This is an optimization exercise on Yosys and OpenROAD, whose aim is small area, a short achievable clock period and few clock cycles per item, not a production implementation.
Only simulation tests tie the RTL to the original design; equivalence was not proved.
Power and IR drop assume default switching activity.

## ranging_code_gen
module ranging_code_gen (
    input  wire        clk,
    input  wire        rst,
    input  wire        cmd_valid,
    output wire        cmd_ready,
    input  wire [1:0]  cmd_mode,    
    input  wire [13:0] cmd_arg,     
    input  wire [13:0] cmd_p,       
    input  wire [13:0] cmd_len,     
    output reg         chip_valid,
    output reg         chip
);
export LEC_CHECK = 0
export ABC_AREA = 1
export CAP_MARGIN = 20
export CELL_PAD_IN_SITES_DETAIL_PLACEMENT = 1
export CELL_PAD_IN_SITES_GLOBAL_PLACEMENT = 1
export CORE_MARGIN = 2
export CORE_UTILIZATION = 35
export CTS_BUF_LIST = sky130_fd_sc_hd__clkbuf_8
export PLACE_DENSITY = 0.45
export SETUP_SLACK_MARGIN = 4.5
export SLEW_MARGIN = 20
create_clock -name core_clock -period 8.0 [get_ports {clk}]
standard.sh (not shown) runs the stock make flow with config.mk's settings and CLKGATE_MAP_FILE= SYNTH_SCRIPT=/design/flow/synth_recipe.tcl, a recipe that flattens the netlist after the stock synthesis.
==> flow/flow/run.sh <==
#!/bin/bash
# The standard layout (standard.sh), with the port buffers that global placement
# inserts on every input and output made plain buffers (buf_2) instead of the
# default delay-buffer cell.
set -euo pipefail
export BUFFER_PORTS_ARGS="-buffer_cell sky130_fd_sc_hd__buf_2"
bash standard.sh > standard.log 2>&1
Testbench counts at the start, summed over its fixed seeds: cycles 16,758, chips 14,062.
Edit:
--- a/flow/design.v
+++ b/flow/design.v
@@ -2182,19 +2182,22 @@
     reg        d_fold;
     reg        d_c1;
     reg        d_c2;
     reg        d_pass;
     reg        d_end;
     reg        fz;          
     reg        wd;          
     reg        wh;          
+    reg [10:0] mask;        
     reg [11:0] l_idx;
     reg        l_sg;
-    reg        leg_q;       
+    reg        rom_r;       
+    reg        sg_r;        
+    reg        fz_r;
     reg        leg_ph;      
     reg        leg_a;       
     wire emit = st_gold | (st_wrun & leg_ph);
     wire last = emit & rem1;
     assign cmd_ready = ready_q;
     wire acc  = cmd_valid & ready_q;
     wire len_nz  = (cmd_len != 14'd0);
     wire gold_nx = acc ? (~cmd_mode[1] & len_nz) : (st_gold & ~last);
@@ -2203,17 +2206,17 @@
     wire lph_nx  = st_wrun & sc[0];
     wire rem1_nx = ready_q ? (cmd_len == 14'd1) : (emit ? (rem == 14'd2) : rem1);
     wire rdy_nx  = ~(gold_nx | wset_nx | wrun_nx) | ((gold_nx | (wrun_nx & lph_nx)) & rem1_nx);
     wire [12:0] g1 = x[12:0];
     wire [12:0] g2 = y[12:0];
     wire g1_fb = sub ? ^(g1 & 13'b1000000001101) : ^(g1[10:0] & 11'b11111000001);
     wire g2_fb = sub ? ^(g2 & 13'b1101101110001) : ^(g2[10:0] & 11'b10110011111);
     wire g1_rl = sub & (g1 == 13'h07FF);      
-    wire gold_chip = sub ? (g1[12] ^ g2[12]) : (g1[10] ^ (^(g2[10:0] & l_idx[10:0])));
+    wire gold_chip = sub ? (g1[12] ^ g2[12]) : (g1[10] ^ (^(g2[10:0] & mask)));
     wire [12:0] hh = sub ? H_S : H_M;
     wire [14:0] nn = sub ? N_S : N_M;
     reg  [14:0] red_c;
     always @(*) begin
         if (d_c1)
             red_c = sub ? 15'd14428 : 15'd20486;    
         else if (d_c2)
             red_c = sub ? 15'd7214  : 15'd10243;    
@@ -2244,25 +2247,19 @@
     reg  [15:0] ad_s;
     integer     i;
     integer     d;
     always @(*) begin
         pg = {ad_a & ad_b, ad_c};
         pp = {ad_a ^ ad_b, 1'b0};
         for (d = 0; d < 4; d = d + 1)
             for (i = 0; i < 16; i = i + 1)
-                if (((i + 1) % (2 << d)) == 0) begin
-                    pg[i] = pg[i] | (pp[i] & pg[i - (1 << d)]);
-                    pp[i] = pp[i] & pp[i - (1 << d)];
-                end
-        for (d = 2; d >= 0; d = d - 1)
-            for (i = 0; i < 16; i = i + 1)
-                if (((i + 1) % (2 << d)) == (1 << d) && i >= (2 << d)) begin
-                    pg[i] = pg[i] | (pp[i] & pg[i - (1 << d)]);
-                    pp[i] = pp[i] & pp[i - (1 << d)];
+                if ((i >> d) & 1) begin
+                    pg[i] = pg[i] | (pp[i] & pg[((i >> (d + 1)) << (d + 1)) + (1 << d) - 1]);
+                    pp[i] = pp[i] & pp[((i >> (d + 1)) << (d + 1)) + (1 << d) - 1];
                 end
         ad_s = {pg[15], (ad_a ^ ad_b) ^ pg[14:0]};
     end
     reg         x_gt_h;
     integer     j;
     always @(*) begin
         x_gt_h = 1'b0;
         for (j = 0; j < 13; j = j + 1)
@@ -2295,17 +2292,17 @@
                       z8  ? {8'd0, yv[12:8]} :
                       z4  ? {4'd0, yv[12:4]} : yv;
     wire [12:0] sm  = sb[0] ? sb :
                       sb[1] ? {1'd0, sb[12:1]} :
                       sb[2] ? {2'd0, sb[12:2]} : {3'd0, sb[12:3]};
     wire        t_odd = ~sb[0] & (sb[1] | ~sb[2]);    
     wire rom_q;
     rcg_legrom u_rom (.a({sub, l_idx}), .q(rom_q));
-    wire leg = ~fz & (rom_q ^ l_sg);
+    wire leg_q = ~fz_r & (rom_r ^ sg_r);   
     always @(posedge clk) begin
         if (rst) begin
             st_gold    <= 1'b0;
             st_wset    <= 1'b0;
             st_wrun    <= 1'b0;
             ready_q    <= 1'b1;
             chip_valid <= 1'b0;
         end else begin
@@ -2329,26 +2326,26 @@
         d_c2   <= (sc_nx == 4'd3) | (sc_nx == 4'd4);
         d_pass <= (sc_nx == 4'd10);
         d_end  <= (sc_nx == 4'd11);
         y <= y_d;
         if (st_gold)
             x <= {y[14:13], g1_rl ? 13'h1FFF : {g1[11:0], g1_fb}};
         else
             x <= y;
-        if (~st_gold) begin
-            l_idx <= sm[12:1];
-        end
+        l_idx  <= sm[12:1];
         fz     <= (yv == 13'd0);
         wd     <= y[14] & (yv != 13'd0);
         wh     <= ~y[14] & (yv == hh);
         l_sg   <= y[14] ^ (~sub & t_odd);
-        leg_q  <= leg;
+        rom_r  <= rom_q;
+        sg_r   <= l_sg;
+        fz_r   <= fz;
         leg_ph <= lph_nx;
         leg_a  <= leg_q;
         if (ready_q) begin
             sub   <= cmd_mode[0];
             rem   <= cmd_len;
             x     <= cmd_mode[1] ? {1'b0, cmd_p} : (cmd_mode[0] ? 15'h1FFF : 15'h02AA);
-            l_idx <= {1'b0, cmd_arg[10:0]};
+            mask  <= cmd_arg[10:0];
         end
     end
 endmodule
Outcome: The new run passed the timing, DRC and antenna checks; count of clock-buffer cells in the layout goes up by 1; sequential share of layout area goes up by 2.6 points; hold slack gets worse by 39 ps; combinational power goes up by 95%; cell count goes up by 1.5%; sequential power goes up by 30%; cell area goes down by 1.3%.
Testbench counts after the change, summed over its fixed seeds: cycles 16,758, chips 14,062.

## afterwards: timing with drivers on the ports
The results above use ideal ports. As a check the final layouts listed here were re-extracted and re-timed, cells and wires unchanged.
Step 1 (the two cells are an assumption about what drives the block):
set clk [get_ports {clk}]
set_driving_cell -lib_cell sky130_fd_sc_hd__clkbuf_16 $clk
set_driving_cell -lib_cell sky130_fd_sc_hd__buf_2 [delete_from_list [all_inputs] $clk]
Step 2 times the ports against the registers' clock, not the clock port: input delays grow and output delays shrink by t, the midpoint of the rising clock arrivals with the driver on.
a / b / c = ideal ports / drivers / drivers and shift; a / b = the first two.
run | shift t [ns] | setup slack, ns | worst setup path after step 2 | latest minus earliest clock arrival (ns) | slew at the worst register clock pin (ns)
the first run | 0.431 | 4.454 / 4.454 / 4.454 | register to register | 0.012 / 0.013 | 0.10 / 0.10
the second run | 0.444 | 4.509 / 4.509 / 4.509 | register to register | 0.030 / 0.029 | 0.12 / 0.12
After both steps setup and hold are still met in every run listed.
